Background: an optimization exercise with open tools, aiming at small area. Do not read the settings as production practice.
RTL that was checked went through simulation tests only; none was proved equivalent to the original.
The flow treats the clock pin as an ideal source, which a real chip does not have.
No activity file was given, so power comes from the tool's default toggle rates.

## 07-24
Design psk_mod, start of the top module:
module psk_mod (
    input  wire        clk,
    input  wire        rst,
    input  wire        tok_valid,
    output wire        tok_ready,
    input  wire [2:0]  tok_tag,
    input  wire [15:0] tok_data,
    input  wire        cancel,
    input  wire        smp_valid,
    output wire        smp_ready,
    input  wire [63:0] smp_t,
    output wire        res_valid,
    output wire [7:0]  res_amp,
    output wire        res_phase,
    output wire [31:0] res_freq,
    output wire        res_ack,
    output wire [7:0]  res_handle,
    output wire [1:0]  fault
);
    assign res_freq = 32'd1000;
    wire        cancelled;
    wire        q_vis;
    wire [2:0]  h_tag;
    wire [7:0]  h_d;
    wire        pop;
    wire [4:0]  lc;
    wire        mul;
    wire [6:0]  rem;
    wire [1:0]  qd;
    wire        diff;
    psk_packer u_packer (
        .clk       (clk),
        .rst       (rst),
        .tok_valid (tok_valid),
  ...
Size: roughly 780 cells after synthesis.
==> module psk_amp, before the edit <==
module psk_amp (
    input  wire       clk,
    input  wire       mul_q,
    input  wire [6:0] rem_q,
    input  wire [1:0] qd,
    input  wire [4:0] t_lo,
    input  wire       sn2,
    input  wire       rise2,
    input  wire       fall2,
    input  wire [1:0] kind1,
    input  wire [5:0] c2,
    input  wire [4:0] lc_q,
    input  wire [7:0] res_amp,
    output wire [7:0] amp
);
    localparam [1:0] K_OFF = 2'd0;
    localparam [1:0] K_PRE = 2'd1;
    localparam [1:0] K_TX  = 2'd2;
    localparam [1:0] K_END = 2'd3;
    reg  [1:0] quarter_q;
    reg  [7:0] b_q;
    wire [6:0] beta  = b_q[7:1];
    wire       b0    = b_q[0];
    wire [7:0] d     = {1'b0, beta} - {1'b0, rem_q};
    wire       e_lt  = (!d[7] && (d[6:0] >= 7'd3)) ||
                       ((d == 8'd2) && (beta < (b0 ? 7'd127 : 7'd102))) ||
                       ((d == 8'd1) && (beta < (b0 ? 7'd76 : 7'd51))) ||
                       ((d == 8'd0) && b0 && (beta < 7'd25));
    wire       e_eq  = ((rem_q == 7'd0)   && (b_q == 8'd0))   ||
                       ((rem_q == 7'd25)  && (b_q == 8'd51))  ||
                       ((rem_q == 7'd50)  && (b_q == 8'd102)) ||
                       ((rem_q == 7'd75)  && (b_q == 8'd153)) ||
                       ((rem_q == 7'd100) && (b_q == 8'd204));
    wire       q3    = (quarter_q == 2'd3);
    wire [7:0] shape = q3 ? (~b_q - {7'd0, !e_lt && !e_eq}) : (b_q - {7'd0, e_lt});
    wire       in_b  = !sn2;
    wire       dip   = in_b ? (rise2 && (quarter_q == 2'd0)) : (fall2 && q3);
    wire [7:0] base  = dip ? shape : 8'd255;
    wire       lc5   = (lc_q == 5'd5);
    always @(posedge clk) begin
        if (mul_q) begin
            if (lc_q == 5'd0)
                quarter_q <= qd;
            if ((lc_q >= 5'd1) && (lc_q <= 5'd4))
                b_q <= {b_q[5:0], qd};
            else if (lc5)
                b_q <= base;
        end
    end
    wire        is_end = (kind1 == K_END);
    wire        full  = (kind1 == K_TX) || (c2[5] ^ is_end);
    wire [5:0]  g     = (kind1 == K_TX) ? 6'd31 : is_end ? (c2[5] ? 6'd0 : {1'b0, ~c2[4:0]}) : (c2[5] ? 6'd31 : c2);
    wire        off   = (kind1 == K_OFF);
    reg         gbit;
    always @* begin
        case (lc_q[2:0])
            3'd6:    gbit = g[0];
            3'd7:    gbit = g[1];
            3'd0:    gbit = g[2];
            3'd1:    gbit = g[3];
            default: gbit = g[4];
        endcase
    end
    wire [8:0]  asum  = res_amp + (gbit ? b_q : 8'd0);
    assign amp   = lc5 ? (full ? base : 8'd0) : (off ? 8'd0 : asum[8:1]);
endmodule
Settings: LEC_CHECK=0, ABC_AREA=1, CAP_MARGIN=20, CORE_MARGIN=2, CORE_UTILIZATION=40, GPL_TIMING_DRIVEN=0, SLEW_MARGIN=20; clock period 100.0 ns.
standard.sh (not shown) runs the stock make flow with config.mk's settings and CLKGATE_MAP_FILE= SYNTH_SCRIPT=/design/flow/synth_recipe.tcl, a recipe that flattens the netlist after the stock synthesis.
==> flow/flow/run.sh <==
#!/bin/bash
# The standard layout (standard.sh: ORFS synthesis, floorplan, place,
# CTS, route, finish), with these changes made through the environment that
# ORFS reads:
#  - synthesis maps the logic with the ABC script flow/abc_area.script (a
#    stronger area-oriented mapping; ABC only sees the combinational logic,
#    so the registers are those of the standard synthesis), and leaves the
#    adders to ABC instead of mapping them to fixed full/half adder cells;
#  - the input and output port buffers use the smallest buffer cell;
#  - clock tree synthesis inserts no dummy loads and uses clkbuf_8 buffers;
#    after it, flow/cts_size.tcl sizes each leaf clock buffer down to the
#    smallest clkbuf that keeps the register clock-pin slew at 0.10 ns or less.
# The full make output goes to standard.log; ORFS's own per-step logs are
# under orfs/logs/.
set -o pipefail
rm -rf scripts_abc
cp -r "$FLOW_HOME/scripts" scripts_abc
cp flow/abc_area.script scripts_abc/abc_area.script
export SCRIPTS_DIR="$PWD/scripts_abc"
export ABC_AREA=1
export ADDER_MAP_FILE=
export REMOVE_ABC_BUFFERS=1
export SKIP_REPAIR_TIE_FANOUT=1
export BUFFER_PORTS_ARGS="-buffer_cell sky130_fd_sc_hd__buf_1"
export POST_CTS_TCL="$PWD/flow/cts_size.tcl"
export CTS_ARGS="-sink_clustering_enable -repair_clock_nets -dont_use_dummy_load -buf_list sky130_fd_sc_hd__clkbuf_8"
bash standard.sh > standard.log 2>&1
Other scripts of this flow, unchanged in this note and not shown: flow/flow/abc_area.script, flow/flow/cts_size.tcl
The following lists how 05-22 was set up differently from 07-24:
--- a/flow/design.v
+++ b/flow/design.v
@@ -342,21 +342,17 @@
     reg  [1:0] quarter_q;
     reg  [7:0] b_q;
     wire [6:0] beta  = b_q[7:1];
     wire       b0    = b_q[0];
     wire [7:0] d     = {1'b0, beta} - {1'b0, rem_q};
-    wire       e_lt  = (!d[7] && (d[6:0] >= 7'd3)) ||
-                       ((d == 8'd2) && (beta < (b0 ? 7'd127 : 7'd102))) ||
-                       ((d == 8'd1) && (beta < (b0 ? 7'd76 : 7'd51))) ||
-                       ((d == 8'd0) && b0 && (beta < 7'd25));
-    wire       e_eq  = ((rem_q == 7'd0)   && (b_q == 8'd0))   ||
-                       ((rem_q == 7'd25)  && (b_q == 8'd51))  ||
-                       ((rem_q == 7'd50)  && (b_q == 8'd102)) ||
-                       ((rem_q == 7'd75)  && (b_q == 8'd153)) ||
-                       ((rem_q == 7'd100) && (b_q == 8'd204));
+    wire       d_neg = d[7];
+    wire       d_big = !d[7] && (d[6:2] != 5'd0 || d[1:0] == 2'd3);
+    wire [6:0] thr   = (d[1:0] == 2'd0) ? {2'b00, b0, b0, 1'b0, 1'b0, b0} :       
+                       (d[1:0] == 2'd1) ? (b0 ? 7'd76 : 7'd51) : (b0 ? 7'd127 : 7'd102);
     wire       q3    = (quarter_q == 2'd3);
-    wire [7:0] shape = q3 ? (~b_q - {7'd0, !e_lt && !e_eq}) : (b_q - {7'd0, e_lt});
+    wire       e     = q3 ? (d_neg || (!d_big && (beta > thr))) : (d_big || (!d_neg && (beta < thr)));
+    wire [7:0] shape = (b_q ^ {8{q3}}) - {7'd0, e};
     wire       in_b  = !sn2;
     wire       dip   = in_b ? (rise2 && (quarter_q == 2'd0)) : (fall2 && q3);
     wire [7:0] base  = dip ? shape : 8'd255;
     wire       lc5   = (lc_q == 5'd5);
     always @(posedge clk) begin
## What came out
Wire length after detailed routing for 05-22 is higher than for 07-24. Compared with 07-24, in 05-22 post-synthesis compound-gate area fraction lost 1.3 points, cell count after placement picked up an extra 17. Worst clock skew: 05-22 vs 07-24 — no meaningful difference. In the flow results for 05-22 and 07-24, the design area is larger on 05-22. Going from 07-24 to 05-22, clock period minus worst slack higher; share of the clock period used by the worst path after layout roughly the same; power of the sequential group roughly the same. Smallest setup slack after layout delta (05-22 − 07-24): unfavourable. Horizontal die dimension, 05-22 vs 07-24: up slightly.
No functional check of the RTL was part of any run of this note.

========
psk_mod, a different RTL version from the one above (not shown whole).
Size in the first run: about 130 flip-flops, roughly 140 I/O pins, roughly 6700 µm² of cells after synthesis.
## psk_mod
module psk_mod (
    input  wire        clk,
    input  wire        rst,
    input  wire        tok_valid,
    output wire        tok_ready,
    input  wire [2:0]  tok_tag,
    input  wire [15:0] tok_data,
    input  wire        cancel,
    input  wire        smp_valid,
    output wire        smp_ready,
    input  wire [63:0] smp_t,
    output wire        res_valid,
    output wire [7:0]  res_amp,
    output wire        res_phase,
    output wire [31:0] res_freq,
    output wire        res_ack,
    output wire [7:0]  res_handle,
    output wire [1:0]  fault
);
Settings: LEC_CHECK=0, ABC_AREA=1, CAP_MARGIN=20, CORE_MARGIN=2, CORE_UTILIZATION=40, GPL_TIMING_DRIVEN=0, SLEW_MARGIN=20; clock period 100.0 ns.
==> flow/flow/run.sh <==
#!/bin/bash
# The standard layout (standard.sh: ORFS synthesis, floorplan, place,
# CTS, route, finish), with these changes made through the environment that
# ORFS reads:
#  - synthesis maps the logic with the ABC script flow/abc_area.script (a
#    stronger area-oriented mapping; ABC only sees the combinational logic,
#    so the registers are those of the standard synthesis), and leaves the
#    adders to ABC instead of mapping them to fixed full/half adder cells;
#  - the input and output port buffers use the smallest buffer cell;
#  - clock tree synthesis inserts no dummy loads and uses clkbuf_8 buffers.
# The full make output goes to standard.log; ORFS's own per-step logs are
# under orfs/logs/.
set -o pipefail
rm -rf scripts_abc
cp -r "$FLOW_HOME/scripts" scripts_abc
cp flow/abc_area.script scripts_abc/abc_area.script
export SCRIPTS_DIR="$PWD/scripts_abc"
export ABC_AREA=1
export ADDER_MAP_FILE=
export REMOVE_ABC_BUFFERS=1
export BUFFER_PORTS_ARGS="-buffer_cell sky130_fd_sc_hd__buf_1"
export CTS_ARGS="-sink_clustering_enable -repair_clock_nets -dont_use_dummy_load -buf_list sky130_fd_sc_hd__clkbuf_8"
bash standard.sh > standard.log 2>&1
==> flow/flow/abc_area.script <==
strash
&get -n
&fraig -x
&st
&dc2
&syn2
&dch -f
&nf -R 1000
&st
&dc2
&syn2
&dch -f
&nf -R 1000
&st
&dc2
&syn2
&dch -f
&nf -R 1000
&put
The baseline produced a clean layout.
Change:
--- a/flow/design.v
+++ b/flow/design.v
@@ -92,19 +92,19 @@
         begin
             r = 1'b1;
             for (i = 0; i < 14; i = i + 1)
                 r = c[i] ? (x[i] & r) : (x[i] | r);
             ge_c14 = r;
         end
     endfunction
     reg        pend_q;
     wire lc0  = (lc_q == 5'd0);
-    wire lc6  = (lc_q == 5'd6);
+    wire lc5  = (lc_q == 5'd5);
     wire lc25 = (lc_q == 5'd25);
     wire [6:0] rin = lc0 ? {2'b00, t[63:59]} : rem_q;
     wire [31:0] dhi, dlo;
     genvar gi;
     generate
         for (gi = 0; gi < 32; gi = gi + 1) begin : g_dig
             if (gi < 26) begin : g_v
                 assign dhi[gi] = t[58 - 2*gi];
                 assign dlo[gi] = t[57 - 2*gi];
@@ -129,19 +129,19 @@
         if (rst) begin
             lc_q   <= 5'd0;
             pend_q <= 1'b0;
             mul_q  <= 1'b0;
             diff_q <= 1'b1;
         end else begin
             lc_q   <= lc25 ? 5'd0 : lc_q + 5'd1;
             pend_q <= real_now && !lc25;
             if (lc25 && pend_q) mul_q <= 1'b1;
-            else if (lc6)       mul_q <= 1'b0;
+            else if (lc5)       mul_q <= 1'b0;
             if (accepted)      diff_q <= 1'b0;
             else if (real_now) diff_q <= diff_q | dx;
         end
         if (!mul_q) rem_q <= vr[6:0];
         ce_q <= {ce_q[24:0], real_now ? qd[0] : ce_q[25]};
         co_q <= {co_q[24:0], real_now ? qd[1] : co_q[25]};
     end
 endmodule
 module psk_sampler (
@@ -154,32 +154,31 @@
     input  wire [4:0]  lc_q,
     input  wire        mul_q,
     input  wire [6:0]  rem_q,
     input  wire        diff_q,
     input  wire        q_vis,
     input  wire [2:0]  h_tag,
     input  wire [7:0]  h_d,
     output wire        pop,
     output reg         cancel_q,
-    output wire [1:0]  fault_q,
-    output wire        res_valid,
+    output reg  [1:0]  fault_q,
+    output reg         res_valid,
     output reg  [7:0]  res_amp,
     output wire        res_phase,
     output reg         res_ack,
     output wire [7:0]  res_handle
 );
     localparam [1:0] K_OFF = 2'd0;
     localparam [1:0] K_PRE = 2'd1;
     localparam [1:0] K_TX  = 2'd2;
     localparam [1:0] K_END = 2'd3;
     wire lc0 = (lc_q == 5'd0);
     assign smp_ready = mul_q && (lc_q == 5'd5);
-    assign res_valid = mul_q && (lc_q == 5'd6);
     wire smp_fire = smp_valid && smp_ready;
     function automatic ge_c14(input [13:0] x, input [13:0] c);
         integer i;
         reg     r;
         begin
             r = 1'b1;
             for (i = 0; i < 14; i = i + 1)
                 r = c[i] ? (x[i] & r) : (x[i] | r);
             ge_c14 = r;
@@ -278,38 +277,38 @@
             end else begin
                 case (kind1)
                     K_PRE, K_END: fall2 = 1'b1;
                     K_TX:         fall2 = !bb;
                     default:      fall2 = 1'b0;
                 endcase
             end
         end
     end
-    assign pop = smp_fire && popr && (flt == 2'd0);
-    reg faulted_q;
-    assign fault_q = faulted_q ? ((h_tag == 3'd0) ? 2'd2 : 2'd1) : 2'd0;
+    assign pop = smp_fire && popr;
     wire [7:0] amp;
     psk_amp u_amp(.rem_q(rem_q), .t_lo(t_lo), .sn2(sn2), .rise2(rise2), .fall2(fall2), .kind1(kind1), .c2(c2), .lc_q(lc_q), .res_amp(res_amp), .amp(amp));
     always @(posedge clk) begin
         if (rst) begin
             kind_q    <= K_OFF;
             c_q       <= 6'd32;
             phase_q   <= 1'b0;
             sn_q      <= 1'b1;
             fall_q    <= 1'b0;
             rise_q    <= 1'b0;
             cancel_q  <= 1'b0;
-            faulted_q <= 1'b0;
+            fault_q   <= 2'd0;
+            res_valid <= 1'b0;
         end else begin
+            res_valid <= smp_fire;
             if (cancel) cancel_q <= 1'b1;
             if (smp_fire) begin
                 if (flt != 2'd0) begin
-                    faulted_q <= 1'b1;
+                    fault_q <= flt;
                 end else begin
                     kind_q  <= kind1;
                     c_q     <= c2;
                     h_q     <= h1;
                     phase_q <= phase2;
                     sn_q    <= sn2;
                     fall_q  <= fall2;
                     rise_q  <= rise2;
                 end
@@ -341,33 +340,32 @@
     wire        in_b  = !sn2;
     wire        dip   = in_b ? (rise2 && lt4k) : (fall2 && ge12k);
     wire [11:0] r     = in_b ? pos[11:0] : (12'd3712 - pos[11:0]);
     wire [12:0] z     = r + 13'd50 * r[3:0];
     wire [2:0]  zk    = ge_c14({1'b0, z}, 14'd4000) ? 3'd5 : ge_c14({1'b0, z}, 14'd3200) ? 3'd4 :
                         ge_c14({1'b0, z}, 14'd2400) ? 3'd3 : ge_c14({1'b0, z}, 14'd1600) ? 3'd2 :
                         ge_c14({1'b0, z}, 14'd800)  ? 3'd1 : 3'd0;
     wire [7:0]  shape = r[11:4] + zk;
     wire [7:0]  base  = dip ? shape : 8'd255;
-    wire        is_end = (kind1 == K_END);
-    wire        full  = (kind1 == K_TX) || (c2[5] ^ is_end);
-    wire [5:0]  g     = (kind1 == K_TX) ? 6'd31 : is_end ? (c2[5] ? 6'd0 : {1'b0, ~c2[4:0]}) : (c2[5] ? 6'd31 : c2);
+    wire [5:0]  g     = (kind1 == K_END) ? (6'd32 - c2) : c2;
+    wire        full  = (kind1 == K_TX) || g[5];
     wire        off   = (kind1 == K_OFF);
     reg         gbit;
     always @* begin
         case (lc_q[2:0])
             3'd1:    gbit = g[0];
             3'd2:    gbit = g[1];
             3'd3:    gbit = g[2];
             3'd4:    gbit = g[3];
             default: gbit = g[4];
         endcase
     end
-    wire [8:0]  asum  = res_amp + (gbit ? base : 8'd0);
+    wire [8:0]  asum  = res_amp + ((gbit || full) ? base : 8'd0);
     assign amp   = lc0 ? (full ? base : 8'd0) : (off ? 8'd0 : asum[8:1]);
 endmodule
 module psk_mod (
     input  wire        clk,
     input  wire        rst,
     input  wire        tok_valid,
     output wire        tok_ready,
     input  wire [2:0]  tok_tag,
     input  wire [15:0] tok_data,
Result:
- via count increases by about 1.6%
- synthesized area increases by 1.3%
- worst hold slack got worse by 0.0054 ns
- setup slack improved by 0.40 ns
- routed wire length increases by 6.0%
- clock power increases by about 2%
- die area increases by about 1.3%
- design area increases by about 1.3%
- non-clock buffer count increases by 1

==> what the ideal ports hide <==
The results above use ideal ports. As a check the final layouts listed here were re-extracted and re-timed, cells and wires unchanged.
Step 1 (the two cells are an assumption about what drives the block):
set clk [get_ports {clk}]
set_driving_cell -lib_cell sky130_fd_sc_hd__clkbuf_16 $clk
set_driving_cell -lib_cell sky130_fd_sc_hd__buf_2 [delete_from_list [all_inputs] $clk]
Step 2 moves the port delays by t, midway between the first and last clock arrival at a register: inputs arrive t later, outputs are due t later. That takes back most of the time a late clock gives input paths.
a / b / c = no drivers / after step 1 / after step 2; a / b = the first two.
run	shift t [ns]	slack for setup (ns)	clock arrival spread, ns	pins driven straight from the clock port
07-24	0.448	58.436 / 58.413 / 58.413	0.033 / 0.033	1
05-22	0.449	58.343 / 58.323 / 58.323	0.030 / 0.029	1
the first run of note 2	0.468	58.222 / 58.201 / 58.201	0.033 / 0.033	1
the second run of note 2	0.460	58.621 / 58.597 / 58.597	0.023 / 0.023	1
After both steps every run listed still meets setup and hold. For the second run of note 2, which loses most, drivers alone change the setup slack by -0.024 ns; drivers and shift together by -0.024 ns.
